This design comes from an exercise in tuning for small area, a short achievable clock period and few clock cycles per item on the open sky130 flow, not from production work.
Only simulation tests tie the RTL to the original design; equivalence was not proved.
Power figures rest on the tool's default switching activity, not on a simulated workload.

[design/flow/config.mk]
export PLATFORM = sky130hd
export DESIGN_NAME = vcpu_alu
export DESIGN_NICKNAME = vcpu_alu
export VERILOG_FILES = /design/flow/design.v
export SDC_FILE = /design/flow/constraint.sdc
export NUM_CORES = 4
export LEC_CHECK = 0
export ABC_CLOCK_PERIOD_IN_PS = 4500
export CAP_MARGIN = 20
export CORE_MARGIN = 2
export CORE_UTILIZATION = 30
export SETUP_SLACK_MARGIN = 3.0
export SLEW_MARGIN = 20
[design/flow/run.sh]
#!/bin/bash
# synth_recipe.tcl (not shown) runs the flow's synth.tcl, then flattens the netlist and writes it again
# the make line also repeats each setting of config.mk as NAME=value (left out here)
make -C /OpenROAD-flow-scripts/flow DESIGN_CONFIG=/design/flow/config.mk WORK_HOME=/design/flow/orfs CLKGATE_MAP_FILE= SYNTH_SCRIPT=/design/flow/synth_recipe.tcl finish
[design/flow/design.v]
module vcpu_alu (
    input  wire        clk,
    input  wire        rst,         
    input  wire        start,
    input  wire [7:0]  opcode,
    input  wire [1:0]  size,        
    input  wire [63:0] a,           
    input  wire [63:0] b,           
    output wire        in_ready,
    output reg         done,
    output reg  [63:0] result,      
    output reg         result_we,   
    output reg  [4:0]  flags,       
    output reg  [4:0]  flags_we,    
    output reg         div_zero     
);
    localparam [7:0] OP_LSR = 8'h10, OP_LSL = 8'h11, OP_ASR = 8'h12, OP_ASL = 8'h13;
    localparam [7:0] OP_MOV = 8'h20, OP_ADD = 8'h21, OP_SUB = 8'h22, OP_MUL = 8'h23;
    localparam [7:0] OP_DIV = 8'h24, OP_CMP = 8'h25;
    localparam [1:0] S_IDLE = 2'd0, S_MUL = 2'd1, S_MULF = 2'd2, S_DIV = 2'd3;
    function [63:0] mask_of(input [1:0] s);
        case (s)
            2'd0: mask_of = 64'h0000_0000_0000_00ff;
            2'd1: mask_of = 64'h0000_0000_0000_ffff;
            2'd2: mask_of = 64'h0000_0000_ffff_ffff;
            default: mask_of = 64'hffff_ffff_ffff_ffff;
        endcase
    endfunction
    function top_of(input [63:0] v, input [1:0] s);    
        case (s)
            2'd0: top_of = v[7];
            2'd1: top_of = v[15];
            2'd2: top_of = v[31];
            default: top_of = v[63];
        endcase
    endfunction
    function top1(input [63:0] v, input [3:0] z);      
        top1 = (v[7] & z[0]) | (v[15] & z[1]) | (v[31] & z[2]) | (v[63] & z[3]);
    endfunction
    function [6:0] width_of(input [1:0] s);
        case (s)
            2'd0: width_of = 7'd8;
            2'd1: width_of = 7'd16;
            2'd2: width_of = 7'd32;
            default: width_of = 7'd64;
        endcase
    endfunction
    function [63:0] rev64(input [63:0] v);
        integer i;
        for (i = 0; i < 64; i = i + 1) rev64[i] = v[63 - i];
    endfunction
    reg  [1:0]  st;
    reg         rdy;
    reg         x_v;                         
    reg  [3:0]  x_sz;    
    reg  [2:0]  x_mk;    
    reg         x_inv;   
    reg         x_mov, x_add, x_sub, x_cmp, x_mul, x_div;
    reg         x_lsr, x_lsl, x_asr, x_asl;
    reg  [6:0]  x_lza;   
    reg  [6:0]  x_tza;   
    reg  [5:0]  x_n;     
    reg         x_shl;   
    reg         x_fill;  
    reg         x_bz;    
    reg         x_nge;   
    reg         x_neq;   
    reg         x_dq;    
    reg         x_d1;    
    reg         x_mz;    
    reg         x_swap;  
    reg         x_ml;    
    reg  [63:0] xa;      
    reg  [63:0] xb;      
    reg         xs;      
    reg  [64:0] qb;      
    reg  [3:0]  dg_one, dg_two, dg_neg;    
    reg         xa64;    
    reg         xb64;    
    reg         m_osure; 
    reg         m_omay;  
    reg  [6:0]  x_lzb;   
    reg  [6:0]  x_lzd;   
    reg  [5:0]  cnt;     
    assign in_ready = rdy;
    wire acc = start & rdy;
    wire [63:0] in_mask = mask_of(size);
    wire [63:0] am      = a & in_mask;
    wire [63:0] bm      = b & in_mask;
    wire        i_asl   = (opcode == OP_ASL);
    wire        i_mul   = (opcode == OP_MUL);
    wire        i_div   = (opcode == OP_DIV);
    wire        i_as    = top_of(a, size);
    wire [63:0] i_t     = (a ^ {64{i_asl & i_as}}) & in_mask;
    wire [6:0]  i_lza, i_lzb, i_tza;
    vcpu_alu_lzc64 u_lza (.v(i_t),       .lz(i_lza));
    wire [6:0]  i_lzd;                       
    vcpu_alu_lzc64 u_lzd (.v(am),        .lz(i_lzd));
    vcpu_alu_lzc64 u_lzb (.v(bm),        .lz(i_lzb));
    vcpu_alu_lzc64 u_tza (.v(rev64(am)), .lz(i_tza));
    wire        i_lsl   = (opcode == OP_LSL);
    wire        i_lsr   = (opcode == OP_LSR);
    wire        i_asr   = (opcode == OP_ASR);
    wire        i_subc  = (opcode == OP_SUB) | (opcode == OP_CMP);
    wire [63:0] i_xb    = i_subc          ? (~b & in_mask) :
                          (i_lsl | i_asl) ? rev64(am) :
                          i_div           ? rev64(bm) :
                          i_lsr           ? am :
                          i_asr           ? (am | ({64{i_as}} & ~in_mask)) : bm;
    wire        i_bz    = (bm == 64'd0);
    wire        i_alt;
    vcpu_alu_lt64 u_lt (.a(am), .b(bm), .lt(i_alt));
    wire        i_dq    = i_bz | i_alt;
    wire        i_d1    = (i_lzd == i_lzb);             
    wire        i_mz    = ~|i_anz | i_bz;               
    wire [6:0]  i_w     = width_of(size);
    reg         i_nge;
    always @(*) begin
        case (size)
            2'd0: i_nge = |bm[63:3];
            2'd1: i_nge = |bm[63:4];
            2'd2: i_nge = |bm[63:5];
            default: i_nge = |bm[63:6];
        endcase
    end
    wire        i_neq   = (bm == {57'd0, i_w});
    wire [7:0]  i_anz, i_bnz;                
    genvar bi;
    generate
        for (bi = 0; bi < 8; bi = bi + 1) begin : g_nz
            assign i_anz[bi] = |am[8*bi+7:8*bi];
            assign i_bnz[bi] = |bm[8*bi+7:8*bi];
        end
    endgenerate
    wire        i_sha   = ~|am[63:7];
    wire        i_shb   = ~|bm[63:7];
    wire        i_swap  = ~i_sha & (i_shb | (i_bnz < i_anz));
    wire [7:0]  i_mlo   = i_swap ? bm[7:0] : am[7:0];      
    wire        idle  = (st == S_IDLE);
    wire        divi  = (st == S_DIV);
    wire [63:0] mask  = {{32{x_mk[2]}}, {16{x_mk[1]}}, {8{x_mk[0]}}, 8'hff};
    wire [6:0]  w7    = {x_sz[3], x_sz[2], x_sz[1], x_sz[0], 3'b000};
    wire [63:0] av    = xa & mask;
    wire        a_s   = top1(xa, x_sz);
    wire        b_s   = top1(xb, x_sz);
    wire        inv   = x_inv;
    wire [63:0] a_op  = xa;
    wire [63:0] b_op  = xb;
    wire [65:0] sum2  = {1'b0, a_op, 1'b1} + {1'b0, b_op, inv};
    wire [64:0] sum   = sum2[65:1];
    wire [63:0] c_x   = sum[63:0] ^ xa ^ xb;
    wire        c_w   = (c_x[8] & x_sz[0]) | (c_x[16] & x_sz[1]) |
                        (c_x[32] & x_sz[2]) | (sum[64] & x_sz[3]);
    wire        s_s   = top1(sum[63:0], x_sz);
    wire [63:0] z_p   = a_op ^ b_op;
    wire [63:0] z_k   = {a_op[62:0] | b_op[62:0], inv};
    wire [63:0] z_e   = z_p ~^ z_k;
    wire        s_z   = (&z_e[7:0]) & ((&z_e[15:8]) | ~x_mk[0]) & ((&z_e[31:16]) | ~x_mk[1]) &
                        ((&z_e[63:32]) | ~x_mk[2]);
    wire        ar_v  = (a_s == top1(b_op, x_sz)) & (s_s != a_s);
    wire        sh_left = x_shl;
    wire        fill   = x_fill;
    wire [63:0] sh_in  = xb;
    wire [5:0]  sh_amt = x_n;
    wire signed [65:0] sh_x = {fill, sh_in, 1'b0};
    wire [65:0] sh_y   = sh_x >>> sh_amt;
    wire [63:0] sh_o   = sh_left ? rev64(sh_y[64:1]) : sh_y[64:1];
    wire        c_lft  = (sh_y[56] & x_sz[0]) | (sh_y[48] & x_sz[1]) |
                         (sh_y[32] & x_sz[2]) | (sh_y[0] & x_sz[3]);
    wire        x_left = x_lsl | x_asl;
    wire        sh_c   = x_nge ? (x_asr ? a_s : (x_neq & (x_lsr ? a_s : xa[0])))
                               : (x_left ? c_lft : sh_y[0]);
    wire [63:0] sh_r   = x_nge ? {64{fill}} : sh_o;         
    wire [7:0]  lza_n  = {1'b0, x_lza} + {2'b0, x_n};
    wire [7:0]  tza_n  = {1'b0, x_tza} + {2'b0, x_n};
    wire        sh_n   = x_left ? (~x_nge & top1(sh_o, x_sz))
                                : (x_asr ? a_s : (a_s & x_bz));
    wire        sh_z   = x_left ? (x_nge | (tza_n >= {1'b0, w7}))
                                : (~fill & (x_nge | (lza_n >= 8'd64)));
    wire [6:0]  v_lim  = {1'b0, x_n} + (7'd64 - w7);
    wire        asl_v  = ~x_bz & (x_nge ? (a_s | ~x_lza[6]) : (x_lza <= v_lim));
    wire        mfirst = idle;               
    wire [63:0] m_a    = mfirst ? (x_swap ? xb : av) : (result & mask);    
    wire [64:0] m_b    = mfirst ? {1'b0, (x_swap ? av : xb)} : qb;
    wire [64:0] m_s    = mfirst ? 65'd0 : {xa64, xa};
    wire [64:0] m_c    = mfirst ? 65'd0 : {xb64, xb};
    wire [64:0] br0, br1, br2, br3;
    vcpu_alu_booth #(0) u_b0 (.one(dg_one[0]), .two(dg_two[0]), .neg(dg_neg[0]), .b(m_b), .r(br0));
    vcpu_alu_booth #(2) u_b1 (.one(dg_one[1]), .two(dg_two[1]), .neg(dg_neg[1]), .b(m_b), .r(br1));
    vcpu_alu_booth #(4) u_b2 (.one(dg_one[2]), .two(dg_two[2]), .neg(dg_neg[2]), .b(m_b), .r(br2));
    vcpu_alu_booth #(6) u_b3 (.one(dg_one[3]), .two(dg_two[3]), .neg(dg_neg[3]), .b(m_b), .r(br3));
    wire [3:0]  bneg   = dg_neg;
    wire [64:0] l1s0, l1c0, l1s1, l1c1, l2s, l2c, l3s, l3c;
    vcpu_alu_csa u_l1a (.x(m_s), .y(m_c), .z(br0), .s(l1s0), .c(l1c0));
    vcpu_alu_csa u_l1b (.x(br1), .y(br2), .z(br3), .s(l1s1), .c(l1c1));
    vcpu_alu_csa u_l2  (.x(l1s0), .y({l1c0[63:0], bneg[0]}), .z(l1s1), .s(l2s), .c(l2c));
    vcpu_alu_csa u_l3  (.x(l2s), .y({l2c[63:0], bneg[2]}), .z({l1c1[63:0], bneg[1]}), .s(l3s), .c(l3c));
    wire [64:0] m_sn = l3s;
    wire [64:0] m_cn = {l3c[63:0], bneg[3]};
    wire [63:0] m_an   = {8'd0, m_a[63:8]};
    wire        m_last = mfirst ? x_ml : (m_a[63:7] == 57'd0);
    wire [7:0]  m_lzs  = {1'b0, x_lzd} + {1'b0, x_lzb};
    wire        m_sw   = (xa[8] & x_sz[0]) | (xa[16] & x_sz[1]) | (xa[32] & x_sz[2]) | (xa64 & x_sz[3]);
    wire        m_cw   = (xb[8] & x_sz[0]) | (xb[16] & x_sz[1]) | (xb[32] & x_sz[2]) | (xb64 & x_sz[3]);
    wire        m_pw   = m_sw ^ m_cw;        
    wire        m_ovf  = m_osure | (m_omay & (m_pw ^ c_w));
    wire        d_neg  = xs ^ inv ^ sum[64];
    wire        q_bit  = ~d_neg;
    wire [63:0] q_new  = {result[62:0], q_bit};   
    wire        q_n    = top1(q_new, x_sz);
    wire        x_shift  = x_lsr | x_lsl | x_asr | x_asl;
    wire        m_step   = (idle & x_v & x_mul & ~x_mz) | (st == S_MUL);
    wire        d_setup  = idle & x_v & x_div & ~x_dq & ~x_d1;
    wire        d_step   = divi & (cnt != 6'd0);
    wire        d_last   = divi & (cnt == 6'd0);
    wire [8:0]  dn_g   = m_step ? m_a[15:7] : {i_mlo, 1'b0};
    wire [3:0]  dn_one, dn_two, dn_neg;
    genvar gi;
    generate
        for (gi = 0; gi < 4; gi = gi + 1) begin : g_bd
            assign dn_one[gi] = dn_g[2*gi+1] ^ dn_g[2*gi];
            assign dn_two[gi] = (dn_g[2*gi+2] & ~dn_g[2*gi+1] & ~dn_g[2*gi]) |
                                (~dn_g[2*gi+2] & dn_g[2*gi+1] & dn_g[2*gi]);
            assign dn_neg[gi] = dn_g[2*gi+2] & ~(dn_g[2*gi+1] & dn_g[2*gi]);
        end
    endgenerate
    integer     k;
    wire        rs_sum = (st == S_MULF) | (idle & (x_add | x_sub));
    wire        rs_q   = divi;
    wire        rs_b   = idle & x_mov;
    wire        rs_sh  = idle & (x_lsr | x_lsl | x_asr | x_asl);
    wire        rs_one = idle & x_div & ~x_dq & x_d1;
    wire        rs_man = m_step;
    wire        rs_a   = idle & ~(x_mov | x_add | x_sub | x_lsr | x_lsl | x_asr | x_asl | x_mul | (x_div & ~x_bz));
    wire [63:0] r_val  = ({64{rs_sum}} & sum[63:0]) | ({64{rs_q}} & q_new) | ({64{rs_b}} & xb) |
                         ({64{rs_sh}} & sh_r) | ({64{rs_a}} & xa) | ({64{rs_man}} & m_an) | {63'd0, rs_one};
    wire [63:0] merged = (xa & ~mask) | (r_val & mask);
    wire        r_fin  = ~idle;     
    wire [63:0] r_en   = {{32{idle | (r_fin & x_mk[2])}}, {16{idle | (r_fin & x_mk[1])}},
                          {8{idle | (r_fin & x_mk[0])}}, {8{idle | r_fin}}};
    always @(posedge clk) begin
        x_mov  <= (opcode == OP_MOV);
        x_add  <= (opcode == OP_ADD);
        x_sub  <= (opcode == OP_SUB);
        x_cmp  <= (opcode == OP_CMP);
        x_mul  <= i_mul;
        x_div  <= i_div;
        x_lsr  <= (opcode == OP_LSR);
        x_lsl  <= (opcode == OP_LSL);
        x_asr  <= (opcode == OP_ASR);
        x_asl  <= i_asl;
        x_lza  <= i_lza;
        x_tza  <= i_tza;
        x_n    <= i_div ? (i_lzb[5:0] - i_lzd[5:0]) : bm[5:0];
        x_shl  <= i_lsl | i_asl | i_div;
        x_fill <= i_asr & i_as;
        x_bz   <= i_bz;
        x_nge  <= i_nge;
        x_neq  <= i_neq;
        x_dq   <= i_dq;
        x_d1   <= i_d1;
        x_mz   <= i_mz;
        x_swap <= i_swap;
        x_ml   <= i_sha | i_shb;
        x_lzb  <= i_lzb;
        x_lzd  <= i_lzd;
        if (acc) begin
            x_sz   <= {size == 2'd3, size == 2'd2, size == 2'd1, size == 2'd0};
            x_mk   <= {size == 2'd3, size[1], size != 2'd0};
        end
        if (d_setup | d_step)
            x_inv <= d_setup | ~d_neg;
        else if (acc)
            x_inv <= i_subc;
        else
            x_inv <= 1'b0;
    end
    always @(posedge clk) begin
        if (d_step)      xa <= sum[63:0];
        else if (m_step) xa <= m_sn[63:0];
        else if (d_setup) xa <= av;                     
        else             xa <= a;
        if (d_step)      xb <= {1'b0, xb[63:1]} ^ {~d_neg, {63{x_inv ^ ~d_neg}}};
        else if (m_step) xb <= m_cn[63:0];
        else if (d_setup) xb <= ~sh_o;                  
        else             xb <= i_xb;
        xs    <= divi & d_neg;
        qb    <= {m_b[56:0], 8'd0};
        dg_one <= dn_one;
        dg_two <= dn_two;
        dg_neg <= dn_neg;
        xa64  <= m_sn[64];
        xb64  <= m_cn[64];
        if (idle) begin
            m_osure <= (m_lzs <= 8'd126 - {1'b0, w7});
            m_omay  <= (m_lzs == 8'd127 - {1'b0, w7});
        end
        cnt   <= divi ? cnt - 6'd1 : x_n;
        for (k = 0; k < 64; k = k + 1)
            if (r_en[k]) result[k] <= merged[k];
        result_we <= ~idle | x_mov | x_add | x_sub | x_shift | (x_div & ~x_bz) | x_mul;
        flags_we  <= ~idle ? 5'b11111 : x_mov ? 5'b01100 :
                     (x_add | x_sub | x_cmp | x_shift | (x_div & ~x_bz) | x_mul) ? 5'b11111 : 5'b00000;
        div_zero  <= idle & x_div & x_bz;
        if (st == S_MULF)
            flags <= {m_ovf, s_s, s_z, m_ovf, m_ovf};
        else if (divi)
            flags <= {1'b0, q_n, 1'b0, 2'b00};
        else if (x_mov)
            flags <= {1'b0, b_s, x_bz, 2'b00};
        else if (x_add)
            flags <= {c_w, s_s, s_z, ar_v, c_w};
        else if (x_sub | x_cmp)
            flags <= {~c_w, s_s, s_z, ar_v, ~c_w};
        else if (x_shift)
            flags <= {sh_c, sh_n, sh_z, asl_v & x_asl, sh_c};
        else if (x_div & ~x_bz)
            flags <= x_dq ? 5'b00100 : 5'b00000;   
        else if (x_mul)
            flags <= 5'b00100;           
        else
            flags <= 5'd0;
    end
    always @(posedge clk) begin
        if (rst) begin
            st   <= S_IDLE;
            rdy  <= 1'b1;
            x_v  <= 1'b0;
            done <= 1'b0;
        end else begin
            x_v  <= acc;
            done <= 1'b0;
            case (st)
            S_IDLE: begin
                rdy <= 1'b1;
                if (x_v) begin
                    done <= ~(x_mul & ~x_mz) & ~(x_div & ~x_dq & ~x_d1);
                    if (x_mul & ~x_mz) begin
                        st  <= m_last ? S_MULF : S_MUL;
                        rdy <= m_last;
                    end
                    if (x_div & ~x_dq & ~x_d1) begin
                        st  <= S_DIV;
                        rdy <= (x_n == 6'd0);
                    end
                end
            end
            S_MUL: begin
                if (m_last) begin
                    st  <= S_MULF;
                    rdy <= 1'b1;
                end
            end
            S_MULF: begin
                done <= 1'b1;
                st   <= S_IDLE;
                rdy  <= 1'b1;
            end
            S_DIV: begin
                if (cnt == 6'd1) rdy <= 1'b1;
                if (cnt == 6'd0) begin
                    done <= 1'b1;
                    st   <= S_IDLE;
                end
            end
            endcase
            if (acc) rdy <= ~((i_mul & ~i_mz) | (i_div & ~i_dq & ~i_d1));
        end
    end
endmodule
module vcpu_alu_lzc64 (
    input  wire [63:0] v,
    output wire [6:0]  lz
);
    wire [31:0] v1;  wire [31:0] c1;
    wire [15:0] v2;  wire [31:0] c2;
    wire [7:0]  v3;  wire [23:0] c3;
    wire [3:0]  v4;  wire [15:0] c4;
    wire [1:0]  v5;  wire [9:0]  c5;
    wire        v6;  wire [5:0]  c6;
    genvar i;
    generate
        for (i = 0; i < 32; i = i + 1) begin : g1
            assign v1[i] = v[2*i+1] | v[2*i];
            assign c1[i] = ~v[2*i+1];
        end
        for (i = 0; i < 16; i = i + 1) begin : g2
            assign v2[i] = v1[2*i+1] | v1[2*i];
            assign c2[2*i+1:2*i] = v1[2*i+1] ? {1'b0, c1[2*i+1]} : {1'b1, c1[2*i]};
        end
        for (i = 0; i < 8; i = i + 1) begin : g3
            assign v3[i] = v2[2*i+1] | v2[2*i];
            assign c3[3*i+2:3*i] = v2[2*i+1] ? {1'b0, c2[4*i+3:4*i+2]} : {1'b1, c2[4*i+1:4*i]};
        end
        for (i = 0; i < 4; i = i + 1) begin : g4
            assign v4[i] = v3[2*i+1] | v3[2*i];
            assign c4[4*i+3:4*i] = v3[2*i+1] ? {1'b0, c3[6*i+5:6*i+3]} : {1'b1, c3[6*i+2:6*i]};
        end
        for (i = 0; i < 2; i = i + 1) begin : g5
            assign v5[i] = v4[2*i+1] | v4[2*i];
            assign c5[5*i+4:5*i] = v4[2*i+1] ? {1'b0, c4[8*i+7:8*i+4]} : {1'b1, c4[8*i+3:8*i]};
        end
    endgenerate
    assign v6 = v5[1] | v5[0];
    assign c6 = v5[1] ? {1'b0, c5[9:5]} : {1'b1, c5[4:0]};
    assign lz = v6 ? {1'b0, c6} : 7'd64;
endmodule
module vcpu_alu_csa (
    input  wire [64:0] x, y, z,
    output wire [64:0] s, c
);
    assign s = x ^ y ^ z;
    assign c = (x & y) | (x & z) | (y & z);
endmodule
module vcpu_alu_booth #(parameter SH = 0) (
    input  wire        one, two, neg,
    input  wire [64:0] b,
    output wire [64:0] r
);
    wire [64:0] b1 = b << SH;
    wire [64:0] b2 = b << (SH + 1);
    assign r = (({65{one}} & b1) | ({65{two}} & b2)) ^ {65{neg}};
endmodule
module vcpu_alu_lt64 (
    input  wire [63:0] a,
    input  wire [63:0] b,
    output wire        lt
);
    wire [63:0] g0 = a & ~b;
    wire [63:0] l0 = ~a & b;
    wire [31:0] g1, l1;
    wire [15:0] g2, l2;
    wire [7:0]  g3, l3;
    wire [3:0]  g4, l4;
    wire [1:0]  g5, l5;
    genvar i;
    generate
        for (i = 0; i < 32; i = i + 1) begin : c1
            assign g1[i] = g0[2*i+1] | (~l0[2*i+1] & g0[2*i]);
            assign l1[i] = l0[2*i+1] | (~g0[2*i+1] & l0[2*i]);
        end
        for (i = 0; i < 16; i = i + 1) begin : c2
            assign g2[i] = g1[2*i+1] | (~l1[2*i+1] & g1[2*i]);
            assign l2[i] = l1[2*i+1] | (~g1[2*i+1] & l1[2*i]);
        end
        for (i = 0; i < 8; i = i + 1) begin : c3
            assign g3[i] = g2[2*i+1] | (~l2[2*i+1] & g2[2*i]);
            assign l3[i] = l2[2*i+1] | (~g2[2*i+1] & l2[2*i]);
        end
        for (i = 0; i < 4; i = i + 1) begin : c4
            assign g4[i] = g3[2*i+1] | (~l3[2*i+1] & g3[2*i]);
            assign l4[i] = l3[2*i+1] | (~g3[2*i+1] & l3[2*i]);
        end
        for (i = 0; i < 2; i = i + 1) begin : c5
            assign g5[i] = g4[2*i+1] | (~l4[2*i+1] & g4[2*i]);
            assign l5[i] = l4[2*i+1] | (~g4[2*i+1] & l4[2*i]);
        end
    endgenerate
    assign lt = l5[1] | (~g5[1] & l5[0]);
endmodule
[design/flow/constraint.sdc]
create_clock -name core_clock -period 7.5 [get_ports {clk}]
set_input_delay 1.5000 -clock core_clock [delete_from_list [all_inputs] [get_ports {clk}]]
set_output_delay 1.5000 -clock core_clock [all_outputs]
set_load 0.01 [all_outputs]
==> summary.txt, run 1 <==
- Status: no timing/DRC/antenna violations
- First-pass GRT wire length: roughly 410 mm
- CTS Root Cell: clkbuf_16
- Detail Route Antenna Nets: 0
- Avg Vias per Cell: 6.41
- Die Ht: 415 um
- Placement-stage worst setup slack: 992 ps
- Initial antenna violation count: 22
- Count of pins over their slew limit: 0
- Crit Path Class: input pin to register
- Detailed Route Iter0 Violations: around 8.9k
- Share of cells above drive strength 1: 0.135
- Cts bufs inserted: 48
- Initial core utilization: 0.303
- Worst Tran Pin Value: 1220 ps
- Max stage delay cell, worst path: dlygate4sd2_1
- Clock latency (worst-skew pair): 670 ps
- Maxcap violations: 0
- RSZ-0062 raised after global routing: yes
- Number of enable flip-flop cells after synthesis: 72
- Power density cells: 592 nW/um^2
- Setup Skew: 22.2 ps
- TritonRoute pass-1 iters: 6
- Overflow after GRT: 0
- Clk slew on worst S/H paths: 60 ps
- Worst setup path start: a[16]
- Mapped Cells: roughly 6.7k
- Average size of a mapped cell: 7.63 um^2
- Crit path max fanout: 11
- Async SR Flop Fraction: 0
- Gp weighted congestion: 1.07
- Final worst path period share: 0.619
- H-Tree Depth: 2
- # hold bufs at CTS: 0
- R2R Setup Slk: between 2000 and 3000 ps
- R2R cell count: 14
- Largest net degree at the start of global routing: 174
- #FFs+latches synth: 344
- Post-detail-place hpwl: roughly 230 mm
- CP endpoint: rdy$_SDFFE_PP1P_
- Most used DFF post-synth: dfxtp_1
- Setup slack after layout: ~2900 ps
- Final TNS setup: 0 ps
- # DRC: 0
- Max incr delay on CP: 690 ps
- Core ar.: 168000 um^2
- Most area-consuming cells after synthesis: dfxtp_1 11%, fa_1 10%, xnor2_1 7.3%
- Via Count: 56.8k
- Share of Yosys cell area claimed by the top area cell type: 0.107
- Syn Nets: 7243
- CTS tree: yes
- WP data arrival: roughly 5200 ps
- Slew HR: 0.183
- Worst vdd ir: just under 0.0007 V
- # nets final: 7186
- Reg-to-reg endpoint: rdy$_SDFFE_PP1P_
- Critical path endpoint category: register
- I/O pin count: 219
- Die X: 415 um
- WL/cell: approximately 34 um
- Area Growth Syn to Fin: 16.5%
- Row count: 150
- Worst-path cell chain: dlygate4sd2_1, nor2_1, o31ai_1, a31oi_1, a221o_1, a22o_1, ha_4, nand2_4, o41ai_4, buf_4, a31oi_1, o211ai_1, o21ai_1, o21ai_1
- Number of global-route vias before repair: around 52k
- Area of the die: between 150000 and 200000 um^2
- Crit path launch type: input pin
- Final setup viols: 0
- Max Fclk: approximately 220 MHz
- Yosys warnings: 1
- Static Leak: 0.0233 uW
- Synth Cell Area: ~51000 um^2
- Clk sinks: 344
- Number of port buffers: 218
- Required @ worst endpoint: between 8000 and 9000 ps
- CTS Buffer Depth: 3
- Worst min-delay path class: register to register
- Synth area leader: dfxtp_1
- Final Critical Period: 4640 ps
- Reg2reg start: st[0]$_SDFFE_PP0P_
- Final WL: 297 mm
- Fin. Hold Viols: 0
- Yosys cell types: 101
- Sequential cell area fraction in the yosys report: 0.150
- GRT Resource Usage Total: 0.326
-- synthesized netlist by cell type, drive strengths merged, types with 72 or more instances --
library cell	count
clkbuf	470
a22oi	352
a221oi	86
mux2	105
inv	587
o21ai	502
o22ai	101
mux2i	153
a211oi	108
nand3	168
mux4	87
o211ai	112
nor2	446
nor3	97
dfxtp	272
xnor2	421
fa	260
a21oi	466
edfxtp	72
ha	188
buf	138
nand2	561
-- registers in the layout, indices dropped and copies added (netlist names), 6 cells and up --
register / cells
x_lza: 7
x_lzd: 6
cnt: 6
qb: 57
x_tza: 7
x_n: 6
result: 64
xb: 64
x_lzb: 6
xa: 64
-- cells by family (layout without fill, tap and decap cells) --
kind of cell	Yosys count	in the layout	synth area share
simple gates	1632	1633	0.148
xor+xnor	467	467	0.0805
buf+inv	1198	1179	0.0915
compound gates	2193	2193	0.284
flops	344	344	0.150
other cells	0	14	0
mux	345	345	0.0920
fa+ha+maj	475	475	0.154
-- worst max-delay path, delay by kind of cell --
| family | cells | cell delay [ps] |
|---|---|---|
| fa+ha+maj | 1 | 290 |
| buf+inv | 2 | 900 |
| compound gates | 9 | 2260 |
| simple gates | 2 | 270 |
-- area by class of cell --
cell class                 instances  area (um^2)
inverter                         590         2250
multi-input combinational       5113        40000
tap                             2204         2760
antenna                           14         35.0
clock buffer                      59         1320
timing repair buffer             500         4660
clock inverter                    30          403
fill                           17700       108000
sequential                       344         7680
-- how the worst min path moves through the flow --
stage,start,endpoint,slack (ps),depth (start not counted)
after floorplan,cnt[0]$_DFF_P_,cnt[0]$_DFF_P_,480,1
after global placement,cnt[0]$_DFF_P_,cnt[0]$_DFF_P_,510,1
after detailed placement,cnt[0]$_DFF_P_,cnt[0]$_DFF_P_,520,1
after CTS,cnt[0]$_DFF_P_,cnt[0]$_DFF_P_,530,1
after global routing,cnt[0]$_DFF_P_,cnt[0]$_DFF_P_,570,1
final,cnt[0]$_DFF_P_,cnt[0]$_DFF_P_,540,1
-- through the flow --
step | cell area (um^2) | hold WS, ps | total power [uW] | instances | util
floorplan | 50800 | 480 | 19900 | 6654 | -
global placement | 54900 | 509 | 30500 | 8643 | 0.328
detailed placement | 54900 | 520 | 30900 | 8644 | 0.328
CTS | 57600 | 534 | 34000 | 8761 | 0.344
global route | 59100 | 573 | 37400 | 8841 | 0.353
finish | 59200 | 542 | 35000 | 8854 | 0.353
-- power breakdown --
group | total (uW) | internal, uW | leakage (uW) | switching, uW
Sequential | 4270 | 2740 | 0.00301 | 1530
Clock | 2660 | 1560 | 0.000851 | 1090
Combinational | 28100 | 10800 | 0.0194 | 17300
-- routing by layer --
layer,track usage,share of wire
met1,0.433,0.40
met2,0.477,0.41
met3,0.0808,0.11
met4,0.188,0.072
met5,0.00778,0.0011
-- placed cells by master (no fill, tap or decap), types with 82 or more instances in the layout --
cell / count
a211oi_1: 94
a21oi_1: 441
a221oi_1: 82
a22oi_1: 344
buf_4: 230
clkdlybuf4s50_1: 128
dfxtp_1: 224
fa_1: 260
ha_1: 163
inv_1: 569
mux2i_1: 148
mux4_2: 87
nand2_1: 548
nand3_1: 164
nor2_1: 427
nor3_1: 88
o211ai_1: 111
o21ai_0: 470
o22ai_1: 99
xnor2_1: 419
-- repair_timing --
item                       CTS  global route
setup endpoints to repair  173           147
buffers inserted            26            75
pin swaps                   25            63
resized for setup          212           312
gates cloned                 2             3
Testbench counts, summed over its fixed seeds: cycles 24,219, ops 12,000.
==> run 2, diff against run 1 <==
--- a/design/flow/design.v
+++ b/design/flow/design.v
@@ -18,5 +18,5 @@
     localparam [7:0] OP_MOV = 8'h20, OP_ADD = 8'h21, OP_SUB = 8'h22, OP_MUL = 8'h23;
     localparam [7:0] OP_DIV = 8'h24, OP_CMP = 8'h25;
-    localparam [1:0] S_IDLE = 2'd0, S_MUL = 2'd1, S_MULF = 2'd2, S_DIV = 2'd3;
+    localparam [3:0] S_IDLE = 4'b0001, S_MUL = 4'b0010, S_MULF = 4'b0100, S_DIV = 4'b1000;
     function [63:0] mask_of(input [1:0] s);
         case (s)
@@ -50,5 +50,5 @@
         for (i = 0; i < 64; i = i + 1) rev64[i] = v[63 - i];
     endfunction
-    reg  [1:0]  st;
+    reg  [3:0]  st;
     reg         rdy;
     reg         x_v;                         
@@ -137,6 +137,6 @@
     wire        i_swap  = ~i_sha & (i_shb | (i_bnz < i_anz));
     wire [7:0]  i_mlo   = i_swap ? bm[7:0] : am[7:0];      
-    wire        idle  = (st == S_IDLE);
-    wire        divi  = (st == S_DIV);
+    wire        idle  = st[0];
+    wire        divi  = st[3];
     wire [63:0] mask  = {{32{x_mk[2]}}, {16{x_mk[1]}}, {8{x_mk[0]}}, 8'hff};
     wire [6:0]  w7    = {x_sz[3], x_sz[2], x_sz[1], x_sz[0], 3'b000};
@@ -210,5 +210,5 @@
     wire        q_n    = top1(q_new, x_sz);
     wire        x_shift  = x_lsr | x_lsl | x_asr | x_asl;
-    wire        m_step   = (idle & x_v & x_mul & ~x_mz) | (st == S_MUL);
+    wire        m_step   = (idle & x_v & x_mul & ~x_mz) | st[1];
     wire        d_setup  = idle & x_v & x_div & ~x_dq & ~x_d1;
     wire        d_step   = divi & (cnt != 6'd0);
@@ -226,5 +226,5 @@
     endgenerate
     integer     k;
-    wire        rs_sum = (st == S_MULF) | (idle & (x_add | x_sub));
+    wire        rs_sum = st[2] | (idle & (x_add | x_sub));
     wire        rs_q   = divi;
     wire        rs_b   = idle & x_mov;
@@ -303,5 +303,5 @@
                      (x_add | x_sub | x_cmp | x_shift | (x_div & ~x_bz) | x_mul) ? 5'b11111 : 5'b00000;
         div_zero  <= idle & x_div & x_bz;
-        if (st == S_MULF)
+        if (st[2])
             flags <= {m_ovf, s_s, s_z, m_ovf, m_ovf};
         else if (divi)
@@ -331,6 +331,6 @@
             x_v  <= acc;
             done <= 1'b0;
-            case (st)
-            S_IDLE: begin
+            case (1'b1)
+            st[0]: begin
                 rdy <= 1'b1;
                 if (x_v) begin
@@ -346,5 +346,5 @@
                 end
             end
-            S_MUL: begin
+            st[1]: begin
                 if (m_last) begin
                     st  <= S_MULF;
@@ -352,10 +352,10 @@
                 end
             end
-            S_MULF: begin
+            st[2]: begin
                 done <= 1'b1;
                 st   <= S_IDLE;
                 rdy  <= 1'b1;
             end
-            S_DIV: begin
+            st[3]: begin
                 if (cnt == 6'd1) rdy <= 1'b1;
                 if (cnt == 6'd0) begin
==> run 2 against run 1 <==
Compared with the run above: sequential cell count grew 2; first-iteration DRC count grew 7.7%; count of clock-buffer cells in the layout grew 13; synthesized area grew 0.33%; utilization shrank 0.55 points; fmax shrank 0.78%; sequential power shrank 41%; still clean on timing, DRC and antenna; clock skew grew 18 ps.
==> summary.txt, run 2 <==
- Clk slew on worst S/H paths: 60 ps
- Yosys warnings: 1
- Share of Yosys cell area claimed by the top area cell type: 0.108
- # DRC: 0
- Critical path endpoint category: register
- WP data arrival: 5210 ps
- Area of the die: 173000 um^2
- Detailed Route Iter0 Violations: 9626
- Initial antenna violation count: 20
- H-Tree Depth: 2
- Die X: approximately 420 um
- Fin area: 58800 um^2
- CP Depth: 11
- Number of enable flip-flop cells after synthesis: 72
- Initial core utilization: 0.301
- Power, Total: 14300 uW
- Placed insts: roughly 8.7k
- # hold bufs at CTS: 0
- Core ar.: 169000 um^2
- GRT Resource Usage Total: 0.344
- Worst Tran Pin Value: 1220 ps
- Met1 GRT Util: 0.451
- Clk sinks: between 300 and 400
- Multi-input gate area: 39800 um^2
- Detail Route Antenna Nets: 0
- RSZ-0062 raised after global routing: yes
- Largest net degree at the start of global routing: around 130
- Most common cell in the synthesized netlist: nand2_1
- Row count: 151
- Status: no timing/DRC/antenna violations
- CP endpoint: rdy$_SDFFE_PP1P_
- CTS Root Cell: clkbuf_16
- Share of cells above drive strength 1: 0.132
- NetSw: roughly 7300 uW
- Count of pins over their slew limit: 0
- Most frequent cells in the layout: 561 x nand2_1, 556 x inv_1, 456 x o21ai_0, 451 x nor2_1, 419 x a21oi_1
- Number of port buffers: 218
- Post-detail-place hpwl: 239 mm
- Sequential cell area fraction in the yosys report: 0.150
- Max incr delay on CP: approximately 730 ps
- Non-filler cells in the finished layout: 8822
- WP buf/inv: 2
- Most used DFF post-synth: dfxtp_1
- Die Ht: 416 um
- Biggest regs: result: 64 flops, xa: 64 flops, xb: 64 flops
- Placement-stage worst setup slack: roughly 1300 ps
- #FFs+latches synth: 346
- Clk pwr share: 0.177
- CTS tree: yes
- Final WL: 315 mm
- Sequential Area: 7730 um^2
- Flop pwr share: 0.177
- Reg2reg start: x_sz[3]$_DFFE_PP_
- Final Critical Period: 4680 ps
- Clock latency (worst-skew pair): 680 ps
- WL/cell: 35.7 um
- Met2 Use GR: 0.493
- Net Sw Frac: 0.510
- Final setup viols: 0
- Maxcap violations: 0
- Gate power share: 0.646
- Synth Cell Area: roughly 51000 um^2
- Worst vdd ir: 0.000395 V
- Crit Path Class: input pin to register
- R2R cell count: 10
- Area Growth Syn to Fin: 15.3%
- Fillers: approximately 18k
- Crit path max fanout: 9
- Cts bufs inserted: 49
- Internal power: 7020 uW
- Worst min-delay path class: register to register
- Static Leak: between 0.02 and 0.025 uW
- I/O pin count: 219
- R2R Setup Slk: around 2800 ps
- Gp weighted congestion: 1.08
- Async SR Flop Fraction: 0
- CTS Buffer Depth: 3
- Post-DP Area: 55200 um^2
- Commonest non-fill, non-tap cell in the layout: nand2_1
- Fin. Hold Viols: 0
- Synth area leader: dfxtp_1
- Reg-to-reg endpoint: rdy$_SDFFE_PP1P_
- Max stage delay cell, worst path: o211ai_1
- Power density cells: 244 nW/um^2
- Final TNS setup: 0 ps
- Crit path launch type: input pin
- Worst-path cell chain: dlygate4sd2_1, inv_1, maj3_1, o221a_2, o21a_1, a211oi_2, nand3_4, o211ai_1, a221o_1, a32o_1, a31oi_1
- Setup slack after layout: 2820 ps
- Max Fclk: 214 MHz
- Overflow after GRT: 0
- # nets final: 7135
- Critical path's top delay family: compound AO/OA/AOI/OAI gates
- Average size of a mapped cell: 7.65 um^2
- Synth cell count leaders: 569 x nand2_1, 567 x inv_1, 523 x clkbuf_1, 487 x o21ai_0, 484 x nor2_1
- Slew HR: 0.178
- Most area-consuming cells after synthesis: dfxtp_1 11%, fa_1 10%, xnor2_1 6.6%
- Syn Nets: slightly above 7k
- Via Count: a little under 60k
- Mapped Cells: 6656
- TritonRoute pass-1 iters: 8
- Yosys cell types: 92
- Setup Skew: between 40 and 50 ps
- Avg Vias per Cell: ~6.5
- Required @ worst endpoint: ~8000 ps
- Number of global-route vias before repair: roughly 53k
- Worst setup path start: a[25]
- GRT Max-Usage Layer: met2
- First-pass GRT wire length: between 400 and 500 mm
- Final worst path period share: 0.624
- M3 GR Usage: 0.0993
==> run 2: through the flow <==
step           hold slack (ps)   util
6_report                   516  0.347
5_1_grt                    540  0.347
4_1_cts                    517  0.342
3_5_place_dp               506  0.327
3_3_place_gp               481  0.327
2_1_floorplan              461      -
==> run 2: cells by family (layout without fill, tap and decap cells) <==
logic type / after synthesis / count (layout) / synth area share
compound gates: 2197 / 2197 / 0.285
fa+ha+maj: 472 / 472 / 0.153
mux: 331 / 331 / 0.0934
buf+inv: 1213 / 1146 / 0.0908
simple gates: 1626 / 1628 / 0.144
flops: 346 / 346 / 0.150
other cells: 0 / 13 / 0
xor+xnor: 471 / 471 / 0.0845
==> run 2: what timing repair did <==
item / CTS / global route
cloned: 3 / 7
setup endpoints to repair: 129 / 126
setup buffers: 23 / 29
pin swaps: 15 / 24
resized for setup: 257 / 172
==> run 2: worst reg2reg max path: cells and delay by family, from the launching register on <==
kind	cells	cell delay, ps
AOI/OAI and AO/OA	5	1930
buffers and inverters	2	680
DFF	1	440
and+or+nand+nor	3	1550
==> run 2: power by group through the flow <==
stage | sequential, uW | combinational, uW | clock (uW)
after CTS | 2500 | 9000 | 2530
after global placement | 2540 | 8760 | 0
after floorplan | 2230 | 5300 | 0
after global routing | 2530 | 9950 | 2600
after detailed placement | 2550 | 8830 | 0
final | 2540 | 9270 | 2540
==> run 2: worst min-delay path by stage <==
stage	start	end	slack [ps]	depth (start not counted)
6_report	cnt[0]$_DFF_P_	cnt[0]$_DFF_P_	520	1
4_1_cts	cnt[0]$_DFF_P_	cnt[0]$_DFF_P_	520	1
3_3_place_gp	cnt[0]$_DFF_P_	cnt[0]$_DFF_P_	480	1
3_5_place_dp	cnt[0]$_DFF_P_	cnt[0]$_DFF_P_	510	1
5_1_grt	cnt[0]$_DFF_P_	cnt[0]$_DFF_P_	540	1
2_1_floorplan	cnt[0]$_DFF_P_	cnt[0]$_DFF_P_	460	1
==> run 2: cell type report <==
| type | instances | share of cell area |
|---|---|---|
| diodes | 13 | 0.000554 |
| clock inverters | 19 | 0.00394 |
| well taps | 2218 | 0.0472 |
| repair buffers | 476 | 0.0775 |
| flip-flops and latches | 346 | 0.132 |
| inverters | 579 | 0.0376 |
| clock buffers | 72 | 0.0244 |
| multi-input cells | 5099 | 0.677 |
==> run 2: layer usage <==
layer / share of wire / vias up
met5: 0.0012 / -
li1: - / 23700
met1: 0.39 / 28800
met4: 0.081 / 22
met3: 0.13 / 876
met2: 0.40 / 4366
Testbench counts of run 2, summed over its fixed seeds: cycles 24,219, ops 12,000.
==> run 3, diff against run 2 <==
--- a/design/flow/config.mk
+++ b/design/flow/config.mk
@@ -6,8 +6,7 @@
 export NUM_CORES = 4
 export LEC_CHECK = 0
-export ABC_CLOCK_PERIOD_IN_PS = 4500
 export CAP_MARGIN = 20
 export CORE_MARGIN = 2
-export CORE_UTILIZATION = 30
+export CORE_UTILIZATION = 38
 export SETUP_SLACK_MARGIN = 3.0
 export SLEW_MARGIN = 20
==> run 3 against run 2 <==
Compared with the run above: largest power group unchanged; die area is 21% lower; wire length fell by 0.73%; count of clock-buffer cells in the layout decreased by 6; highest routed layer unchanged; sequential power is essentially flat; clock power grew 2%; total power is 1.7% lower; synthesized cell count unchanged; via count down 0.28%; combinational power decreased by 2.8%; clock skew fell by 3.2 ps; still clean; critical path depth decreased by 1; synthesized area did not move.
==> summary.txt, run 3 <==
- Met1 GRT Util: 0.582
- Via Count: 57.6k
- Final WL: between 300 and 400 mm
- Final worst path period share: 0.627
- #FFs+latches synth: 346
- Final setup viols: 0
- Fillers: 13.7k
- Number of port buffers: between 200 and 250
- WL/cell: 37.3 um
- Worst min-delay path class: register to register
- Layout Utilization: 0.438
- CTS tree: yes
- # nets final: 7145
- Required @ worst endpoint: roughly 8000 ps
- Static Leak: 0.0232 uW
- Crit Path Class: register to register
- Status: no timing/DRC/antenna violations
- Largest net degree at the start of global routing: 68
- H-Tree Depth: 2
- Cts bufs inserted: 48
- Synth Cell Area: 50900 um^2
- Sequential cell area fraction in the yosys report: 0.150
- TritonRoute pass-1 iters: 10
- Average size of a mapped cell: 7.65 um^2
- Final TNS setup: 0 ps
- Clk slew on worst S/H paths: 60 ps
- I/O pin count: 219
- Async SR Flop Fraction: 0
- Power density cells: 241 nW/um^2
- # DRC: 0
- Die X: 370 um
- Number of global-route vias before repair: 53.5k
- Slew HR: 0.125
- Most common cell in the synthesized netlist: nand2_1
- Clock latency (worst-skew pair): approximately 700 ps
- Most area-consuming cells after synthesis: dfxtp_1 11%, fa_1 10%, xnor2_1 6.6%
- Yosys cell types: 92
- Crit path max fanout: 46
- Critical path endpoint category: register
- Detailed Route Iter0 Violations: 8787
- Max Fclk: 213 MHz
- Worst vdd ir: ~0.00023 V
- Area Growth Syn to Fin: 14.7%
- CTS Root Cell: clkbuf_16
- GRT Resource Usage Total: 0.442
- Post-detail-place hpwl: 238 mm
- Gp weighted congestion: about 1.1
- Biggest regs: result: 64 flops, xa: 64 flops, xb: 64 flops
- Most frequent cells in the layout: 563 x nand2_1, 554 x inv_1, 466 x o21ai_0, 445 x nor2_1, 420 x a21oi_1
- Count of pins over their slew limit: 0
- Most used DFF post-synth: dfxtp_1
- Share of cells above drive strength 1: 0.138
- Synth cell count leaders: 569 x nand2_1, 567 x inv_1, 523 x clkbuf_1, 487 x o21ai_0, 484 x nor2_1
- Post-DP Area: 54700 um^2
- Maxcap violations: 0
- Synth area leader: dfxtp_1
- Placement-stage worst setup slack: 1220 ps
- Setup slack after layout: approximately 2800 ps
- Setup Skew: approximately 37 ps
- Mapped Cells: 6656
- Fin area: 58400 um^2
- Share of Yosys cell area claimed by the top area cell type: 0.108
- Worst hold slack: roughly 500 ps
- M3 GR Usage: 0.150
- GRT Max-Usage Layer: met2
- Clk sinks: 346
- Area of the die: 137000 um^2
- RSZ-0062 raised after global routing: yes
- Detail Route Antenna Nets: 0
- Core ar.: approximately 130000 um^2
- Worst Tran Pin Value: 1310 ps
- Yosys warnings: 1
- Row count: ~130
- Crit path launch type: register
- Fin. Hold Viols: 0
- Final Critical Period: 4700 ps
- Commonest non-fill, non-tap cell in the layout: nand2_1
- First-pass GRT wire length: 431 mm
- CTS Buffer Depth: 3
- Syn Nets: 7240
- Avg Vias per Cell: 6.88
- Initial antenna violation count: 23
- Die Ht: 370 um
- WP data arrival: roughly 5200 ps
- Number of enable flip-flop cells after synthesis: between 70 and 80
- Overflow after GRT: 0
- Initial core utilization: 0.382
- Met2 Use GR: 0.611
## run 3: final timing paths
kind	slack, ps	endpoint	start	depth (start not counted)
min reg2reg	510	cnt[0]$_DFF_P_	cnt[0]$_DFF_P_	1
max	2800	xb[33]$_DFF_P_	st[0]$_SDFF_PP1_	10
min	510	cnt[0]$_DFF_P_	cnt[0]$_DFF_P_	1
max reg2reg	2800	xb[33]$_DFF_P_	st[0]$_SDFF_PP1_	10
## run 3: logic make-up after synthesis
| family | after synthesis | share of synthesized area |
|---|---|---|
| AO/OA/AOI/OAI | 2197 | 0.285 |
| AND/OR/NAND/NOR | 1626 | 0.144 |
| buffers and inverters | 1213 | 0.0908 |
| multiplexers | 331 | 0.0934 |
| adder cells (fa/ha/maj) | 472 | 0.153 |
| XOR/XNOR | 471 | 0.0845 |
| flip-flops | 346 | 0.150 |
## run 3: per-layer routing
metal	vias up	wire length [um]	share of wire
li1	23800	-	-
met1	28500	120000	0.39
met2	4466	124000	0.40
met3	851	42900	0.14
met4	24	24700	0.079
met5	-	171	0.00055
## run 3: final cells by class
cell class | count | area, um^2 | share of cell area
Multi-Input combinational cell | 5098 | 39900 | 0.683
Sequential cell | 346 | 7750 | 0.133
Timing Repair Buffer | 488 | 4580 | 0.0785
Inverter | 579 | 2220 | 0.0380
Tap cell | 1768 | 2210 | 0.0379
Clock buffer | 66 | 1470 | 0.0251
Clock inverter | 23 | 239 | 0.00409
Antenna cell | 7 | 17.5 | 0.000300
## run 3: critical path: stages (launching register included)
cell      delay, ps
dfxtp_4         440
buf_4           220
buf_16          170
buf_12          180
a31oi_4         180
buf_4           540
nand2_1         590
nor2_4         1140
nand3_1         690
o221ai_1        240
a221oi_1         70
## run 3: timing repair
item,in CTS,in global routing
buffers inserted,28,34
pin swaps,17,34
gates resized for setup,228,216
cloned,4,0
setup endpoints to repair,139,112
hold buffers,0,0
## run 3: stage by stage
stage               cells  total power, uW
detailed placement   8212            11100
global route         8368            14800
global placement     8212            11000
floorplan            6656             7530
finish               8375            14100
CTS                  8333            13800
## run 3: power by group
group          internal [uW]  switching [uW]  total [uW]
clock                   1450            1130        2590
sequential              2080             431        2510
combinational           3400            5610        9010
total                   6930            7170       14100
==> run 4, diff against run 3 <==
--- a/design/flow/design.v
+++ b/design/flow/design.v
@@ -303,22 +303,11 @@
                      (x_add | x_sub | x_cmp | x_shift | (x_div & ~x_bz) | x_mul) ? 5'b11111 : 5'b00000;
         div_zero  <= idle & x_div & x_bz;
-        if (st[2])
-            flags <= {m_ovf, s_s, s_z, m_ovf, m_ovf};
-        else if (divi)
-            flags <= {1'b0, q_n, 1'b0, 2'b00};
-        else if (x_mov)
-            flags <= {1'b0, b_s, x_bz, 2'b00};
-        else if (x_add)
-            flags <= {c_w, s_s, s_z, ar_v, c_w};
-        else if (x_sub | x_cmp)
-            flags <= {~c_w, s_s, s_z, ar_v, ~c_w};
-        else if (x_shift)
-            flags <= {sh_c, sh_n, sh_z, asl_v & x_asl, sh_c};
-        else if (x_div & ~x_bz)
-            flags <= x_dq ? 5'b00100 : 5'b00000;   
-        else if (x_mul)
-            flags <= 5'b00100;           
-        else
-            flags <= 5'd0;
+        flags <= ({5{st[2]}}         & {m_ovf, s_s, s_z, m_ovf, m_ovf}) |
+                 ({5{divi}}          & {1'b0, q_n, 3'b000}) |
+                 ({5{idle & x_mov}}  & {1'b0, b_s, x_bz, 2'b00}) |
+                 ({5{idle & x_add}}  & {c_w, s_s, s_z, ar_v, c_w}) |
+                 ({5{idle & (x_sub | x_cmp)}} & {~c_w, s_s, s_z, ar_v, ~c_w}) |
+                 ({5{idle & x_shift}} & {sh_c, sh_n, sh_z, asl_v & x_asl, sh_c}) |
+                 ({5{idle & ((x_div & ~x_bz & x_dq) | x_mul)}} & 5'b00100);
     end
     always @(posedge clk) begin
==> run 4 against run 3 <==
Compared with the run above: worst hold slack gained 7.9 ps; still clean; via count is 1.1% lower; count of clock-buffer cells in the layout unchanged; wire length shrank 3.1%; first-iteration DRC count up 4.5%; critical endpoint is now flags[1]$_DFF_P_; synthesized cell count grew 0.14%; largest power group unchanged; fmax is 2.1% higher; sequential cell count did not move; synthesized area is 0.61% lower.
==> summary.txt, run 4 <==
- Status: no timing/DRC/antenna violations
- Worst Tran Pin Value: 1240 ps
- Setup slack after layout: 2900 ps
- Worst setup path start: xb[49]$_DFF_P_
- Biggest regs: result: 64 flops, xa: 64 flops, xb: 64 flops
- GRT Resource Usage Total: 0.427
- Max incr delay on CP: 670 ps
- Setup Skew: 43.5 ps
- Detailed Route Iter0 Violations: about 9k
- Avg Vias per Cell: 6.79
- Synth Area in Simple Gates: 0.150
- Reg2reg start: xb[49]$_DFF_P_
- Most area-consuming cells after synthesis: dfxtp_1 11%, fa_1 10%, xnor2_1 7.2%
- Overflow after GRT: 0
- # nets final: 7181
- H-Tree Depth: 2
- Power density cells: 239 nW/um^2
- Number of port buffers: 218
- Synth Area in Compound Gates: 0.280
- Clk slew on worst S/H paths: 70 ps
- Synth area leader: dfxtp_1
- Post-DP Area: roughly 54000 um^2
- WP buf/inv: 2
- Max Fclk: 217 MHz
- First-pass GRT wire length: 419 mm
- Cts bufs inserted: 48
- CP endpoint: flags[1]$_DFF_P_
- Slew HR: 0.164
- RSZ-0062 raised after global routing: yes
- Most used DFF post-synth: dfxtp_1
- Most frequent cells in the layout: 586 x inv_1, 573 x nand2_1, 472 x nor2_1, 450 x a21oi_1, 425 x o21ai_0
- Final WL: 303 mm
- Critical path's top delay family: compound AO/OA/AOI/OAI gates
- Net Sw Frac: 0.500
- Commonest non-fill, non-tap cell in the layout: inv_1
- Worst min-delay path class: register to register
- WP data arrival: between 5000 and 6000 ps
- Die X: approximately 370 um
- TritonRoute pass-1 iters: 10
- Die Ht: roughly 370 um
- Worst vdd ir: 0.000272 V
- Mapped Cells: 6665
- Share of cells above drive strength 1: 0.128
- WL/cell: 36.1 um
- Final setup viols: 0
- Yosys cell types: 100
- Number of enable flip-flop cells after synthesis: 72
- Power, Total: 13900 uW
- I/O pin count: between 200 and 250
- Reg-to-reg endpoint: flags[1]$_DFF_P_
- Gp weighted congestion: 1.06
- Post-Synth Adder-Cell Area: 0.157
- Syn Nets: slightly above 7k
- Via Count: 57.0k
- Clk pwr share: 0.180
- Async SR Flop Fraction: 0
- Yosys warnings: 1
- Synth cell count leaders: 594 x inv_1, 594 x nand2_1, 503 x nor2_1, 496 x clkbuf_1, 482 x a21oi_1
- Most used cell, CP: nand2_1
- Placement-stage worst setup slack: around 1400 ps
- # hold bufs at CTS: 0
- Area Growth Syn to Fin: 15.1%
- Multiplexer area fraction after synthesis: 0.0876
- Detail Route Antenna Nets: 0
- Final worst path period share: 0.614
- Synth Cell Area: 50600 um^2
- # DRC: 0
- Final Critical Period: 4600 ps
- #FFs+latches synth: about 350
- R2R cell count: 13
- Required @ worst endpoint: 8000 ps
- Core ar.: between 100000 and 150000 um^2
- Critical path endpoint category: register
- Fin. Hold Viols: 0
- Clk sinks: 346
- Fin area: 58300 um^2
- Initial antenna violation count: 24
- CTS tree: yes
- Number of global-route vias before repair: ~53k
- Crit path max fanout: 11
- Post-detail-place hpwl: 229 mm
- Static Leak: 0.0231 uW
- Clock latency (worst-skew pair): 660 ps
- Maxcap violations: 0
- R2R Setup Slk: 2900 ps
- Crit path launch type: register
- Flop pwr share: 0.186
- Initial core utilization: 0.384
- Final TNS setup: 0 ps
- Gate power share: 0.634
- CTS Root Cell: clkbuf_16
- Crit Path Class: register to register
- Area of the die: 136000 um^2
- Row count: ~130
- Xor and xnor fraction of the mapped netlist area: 0.0809
- CTS Buffer Depth: 3
- Average size of a mapped cell: 7.60 um^2
- Internal power: 6980 uW
- CP Depth: 13
- Sequential cell area fraction in the yosys report: 0.151
- Max stage delay cell, worst path: mux2i_1
- Count of pins over their slew limit: 0
- Worst hold slack: 518 ps
- NetSw: approximately 7000 uW
- Worst-path cell chain: inv_1, ha_1, nand2_1, o21ai_0, nand2_1, a21oi_1, o21ai_1, mux2i_1, a22o_1, a221oi_4, buf_12, and2_1, o311ai_2
- Largest net degree at the start of global routing: 144
- Largest family of logic cells by synthesized area: compound AO/OA/AOI/OAI gates
- Share of Yosys cell area claimed by the top area cell type: 0.108
[run 4: worst min-delay path by stage]
stage / to / slack (ps) / cells past startpoint / from
6_report: cnt[0]$_DFF_P_ / 520 / 1 / cnt[0]$_DFF_P_
5_1_grt: cnt[0]$_DFF_P_ / 540 / 1 / cnt[0]$_DFF_P_
4_1_cts: cnt[0]$_DFF_P_ / 510 / 1 / cnt[0]$_DFF_P_
3_5_place_dp: cnt[0]$_DFF_P_ / 500 / 1 / cnt[0]$_DFF_P_
3_3_place_gp: cnt[0]$_DFF_P_ / 490 / 1 / cnt[0]$_DFF_P_
2_1_floorplan: flags_we[2]$_SDFF_PP1_ / 450 / 1 / x_cmp$_DFF_P_
[run 4: kinds of logic (layout without fill, tap and decap cells)]
logic type | Yosys count | after routing
compound gates | 2169 | 2169
xor+xnor | 468 | 468
fa+ha+maj | 489 | 489
buf+inv | 1218 | 1186
flops | 346 | 346
mux | 298 | 298
other cells | 0 | 7
simple gates | 1677 | 1677
[run 4: repair_timing]
action                                  4_1_cts  5_1_grt
endpoints found under the setup margin      129      135
gates resized for setup                     268      255
cloned                                        2        4
setup buffers                                22       67
pin swaps                                    18       70
[run 4: power groups by stage]
stage	combinational [uW]	clock, uW	sequential (uW)
after CTS	8590	2510	2550
after global routing	9650	2570	2580
after global placement	8360	0	2590
after detailed placement	8440	0	2590
final	8840	2510	2600
after floorplan	5490	0	2240
[run 4: layout make-up]
cell class                      instances  area (um^2)
Antenna cell                            7         17.5
Clock buffer                           66         1380
Clock inverter                         21          240
Fill cell                           13600        73500
Inverter                              602         2280
Multi-Input combinational cell       5101        39700
Sequential cell                       346         7690
Tap cell                             1755         2200
Timing Repair Buffer                  497         4750
[run 4: per-layer routing]
metal / up-vias / wire length [um] / GRT usage / share of wire
met2: 4051 / 121000 / 0.593 / 0.40
met1: 28400 / 119000 / 0.572 / 0.39
met5: - / 166 / 0 / 0.00055
met3: 715 / 42400 / 0.150 / 0.14
met4: 24 / 20200 / 0.233 / 0.067
li1: 23700 / - / - / -
[run 4: metrics by stage]
stage | cells | util
2_1_floorplan | 6665 | -
3_3_place_gp | 8205 | 0.411
3_5_place_dp | 8205 | 0.411
4_1_cts | 8316 | 0.431
5_1_grt | 8388 | 0.442
6_report | 8395 | 0.442
Testbench counts of run 4, summed over its fixed seeds: cycles 24,219, ops 12,000.
==> run 5, diff against run 4 <==
--- a/design/flow/config.mk
+++ b/design/flow/config.mk
@@ -8,5 +8,5 @@
 export CAP_MARGIN = 20
 export CORE_MARGIN = 2
-export CORE_UTILIZATION = 38
+export CORE_UTILIZATION = 30
 export SETUP_SLACK_MARGIN = 3.0
 export SLEW_MARGIN = 20
==> run 5 against run 4 <==
Compared with the run above: non-clock buffer count down 9; register-to-register slack worse by 40 ps; final cell count up 5.3%; global-route usage down 8.7 points; critical endpoint is now xb[53]$_DFF_P_; largest power group unchanged.
==> summary.txt, run 5 <==
- Status: no timing/DRC/antenna violations
- Max incr delay on CP: 490 ps
- Via Count: 56.6k
- WP data arrival: 5170 ps
- Biggest regs: result: 64 flops, xa: 64 flops, xb: 64 flops
- Placed insts: 8657
- NetSw: around 7200 uW
- Slew HR: 0.168
- Final TNS setup: 0 ps
- WHS Path Cells: 1
- First-pass GRT wire length: 426 mm
- Detail Route Antenna Nets: 0
- Final WL: 306 mm
- Crit Path Class: input pin to register
- Core ar.: 167000 um^2
- Cts bufs inserted: 50
- Share of Yosys cell area claimed by the top area cell type: 0.108
- Overflow after GRT: 0
- Syn Nets: 7250
- Area Growth Syn to Fin: 15.6%
- Required @ worst endpoint: 8000 ps
- # DRC: 0
- CTS Buffer Depth: 3
- Post-detail-place hpwl: ~230 mm
- Multi-input gate area: 39500 um^2
- # hold bufs at CTS: 0
- Max Fclk: 214 MHz
- Final worst path period share: 0.623
- Synth Area in Compound Gates: 0.280
- Hold Path Sink: cnt[0]$_DFF_P_
- Power density cells: 246 nW/um^2
- Post-Synth Adder-Cell Area: 0.157
- Multiplexer area fraction after synthesis: 0.0876
- TritonRoute pass-1 iters: 8
- Synth Cell Area: 50600 um^2
- Crit path max fanout: 7
- Sequential cell area fraction in the yosys report: 0.151
- Die Ht: ~410 um
- Most used DFF post-synth: dfxtp_1
- Clk sinks: 346
- Count of pins over their slew limit: 0
- Die X: 415 um
- Largest net degree at the start of global routing: 182
- Number of port buffers: 218
- Initial antenna violation count: 19
- Hold path startpoint: cnt[0]$_DFF_P_
- Reg-to-reg endpoint: flags[1]$_DFF_P_
- Mapped Cells: 6665
- Average size of a mapped cell: 7.60 um^2
- Max stage delay cell, worst path: clkdlybuf4s50_1
- Area of the die: 172000 um^2
- Avg Vias per Cell: 6.41
- Xor and xnor fraction of the mapped netlist area: 0.0809
- Worst vdd ir: 0.000180 V
- Setup Skew: 39.1 ps
- Worst-path cell chain: clkdlybuf4s50_1, nor4_2, nand4_1, inv_1, nor2_1, buf_4, inv_1, buf_4, o22ai_1, a21oi_2, a21oi_1, a221oi_1, a21oi_1
- R2R Setup Slk: 2860 ps
- Most frequent cells in the layout: 588 x inv_1, 578 x nand2_1, 479 x nor2_1, 454 x a21oi_1, 434 x o21ai_0
- Worst min-delay path class: register to register
- Worst Tran Pin Value: between 1000 and 1500 ps
- GRT Resource Usage Total: 0.340
- Share of cells above drive strength 1: 0.125
- Clock latency (worst-skew pair): ~670 ps
- Largest family of logic cells by synthesized area: compound AO/OA/AOI/OAI gates
- CTS Root Cell: clkbuf_16
- Synth Area in Simple Gates: 0.150
- Static Leak: about 0.023 uW
- Net Sw Frac: 0.504
- Non-filler cells in the finished layout: 8844
- WL/cell: 34.6 um
- Reg2reg start: xb[7]$_DFF_P_
- Layout Utilization: 0.350
- Synth area leader: dfxtp_1
- Sequential Area: 7700 um^2
- I/O pin count: 219
- Gate power share: 0.647
- Yosys warnings: 1
- Number of global-route vias before repair: between 50k and 60k
- Internal power: 7130 uW
- Gp weighted congestion: ~1.1
- Row count: 150
- Clk pwr share: 0.180
- Maxcap violations: 0
- Commonest non-fill, non-tap cell in the layout: inv_1
- #FFs+latches synth: 346
- Yosys cell types: 100
- RSZ-0062 raised after global routing: yes
- # nets final: 7176
- Final Critical Period: between 4000 and 5000 ps
- Number of enable flip-flop cells after synthesis: 72
- Clk slew on worst S/H paths: 60 ps
- Initial core utilization: 0.302
- Critical path endpoint category: register
- Fin. Hold Viols: 0
- H-Tree Depth: 2
- CTS tree: yes
- Most area-consuming cells after synthesis: dfxtp_1 11%, fa_1 10%, xnor2_1 7.2%
- Crit path launch type: input pin
- R2R cell count: 13
- Detailed Route Iter0 Violations: about 8.6k
- Fillers: 17.8k
- Final setup viols: 0
- Synth cell count leaders: 594 x inv_1, 594 x nand2_1, 503 x nor2_1, 496 x clkbuf_1, 482 x a21oi_1
- Async SR Flop Fraction: 0
- Flop pwr share: 0.173
run 5: per-stage QoR:
stage	hold slack (ps)	area, um^2	power, uW	setup slack (ps)
after CTS	514	57500	14100	2900
after global placement	490	54800	11300	1090
after floorplan	452	50800	7730	2930
after detailed placement	505	54800	11400	1110
final	517	58500	14400	2830
after global routing	555	58500	15200	2840
run 5: area by class of cell:
class | count | area share
Clock buffer | 70 | 0.0264
Antenna cell | 8 | 0.000342
Sequential cell | 346 | 0.132
Clock inverter | 23 | 0.00297
Tap cell | 2204 | 0.0471
Multi-Input combinational cell | 5103 | 0.675
Timing Repair Buffer | 488 | 0.0778
Inverter | 602 | 0.0389
run 5: timing repair:
action                     CTS  global route
setup buffers               47            36
gates cloned                 3             0
pin swaps                   32            39
setup endpoints to repair  153           110
gates resized for setup    246           211
run 5: how the worst max path moves through the flow:
| stage | startpoint | endpoint | slack, ps | cells after the start |
|---|---|---|---|---|
| 2_1_floorplan | size[0] | dg_two[0]$_DFF_P_ | 2930 | 16 |
| 3_3_place_gp | a[31] | x_lza[1]$_SDFF_PP0_ | 1090 | 11 |
| 3_5_place_dp | a[31] | x_lza[1]$_SDFF_PP0_ | 1110 | 11 |
| 4_1_cts | a[7] | x_lza[1]$_SDFF_PP0_ | 2900 | 12 |
| 5_1_grt | opcode[3] | xb[38]$_DFF_P_ | 2840 | 14 |
| 6_report | opcode[3] | xb[53]$_DFF_P_ | 2830 | 13 |
run 5: power groups by stage:
stage / sequential (uW) / combinational, uW / clock (uW)
after floorplan: 2240 / 5490 / 0
after global placement: 2520 / 8810 / 0
after detailed placement: 2520 / 8920 / 0
after CTS: 2460 / 9090 / 2590
after global routing: 2480 / 10100 / 2650
final: 2480 / 9300 / 2590
run 5: worst max-delay path: cells and delay by family:
| kind | cells | cell delay [ps] |
|---|---|---|
| AO/OA/AOI/OAI | 5 | 1260 |
| buffers and inverters | 5 | 1560 |
| AND/OR/NAND/NOR | 3 | 840 |
run 5: layer usage:
layer  global-route usage  up-vias  wire length, um
met2                0.503     3845           128000
met4                0.213       20            24100
li1                     -    23700                -
met5                    0        -              135
met3               0.0844      848            33300
met1                0.442    28200           121000
run 5: cell families (layout without fill, tap and decap cells):
group,after synthesis,in the layout
fa+ha+maj,489,489
buf+inv,1218,1183
xor+xnor,468,468
compound gates,2169,2169
mux,298,298
flops,346,346
simple gates,1677,1679
other cells,0,8

[afterwards: timing with drivers on the ports]
The flow's constraints put no driver on any port. The routed layouts listed below were extracted and timed again, unchanged, in two steps. Step 1 (the two cells are an assumption about what drives the block):
set clk [get_ports {clk}]
set_driving_cell -lib_cell sky130_fd_sc_hd__clkbuf_16 $clk
set_driving_cell -lib_cell sky130_fd_sc_hd__buf_2 [delete_from_list [all_inputs] $clk]
Step 2, shift: input delay + t, output delay - t, t = (earliest + latest rising clock arrival at the registers) / 2. This alone moves slack from input paths to output paths. a / b / c = ideal ports / drivers / drivers and shift; a / b = the first two.
| run | t (ns) | setup WS [ns] | clock arrival spread, ns |
|---|---|---|---|
| run 1 | 0.740 | 2.855 / 2.856 / 2.166 | 0.023 / 0.023 |
| run 2 | 0.741 | 2.819 / 2.843 / 2.134 | 0.040 / 0.040 |
| run 3 | 0.754 | 2.797 / 2.797 / 2.167 | 0.036 / 0.037 |
| run 4 | 0.725 | 2.896 / 2.896 / 2.257 | 0.044 / 0.044 |
| run 5 | 0.732 | 2.831 / 2.865 / 2.135 | 0.039 / 0.040 |
After both steps every run listed still meets setup and hold. The setup slack of run 5, which loses most, moves by +0.034 ns with the drivers and by -0.696 ns with both steps.
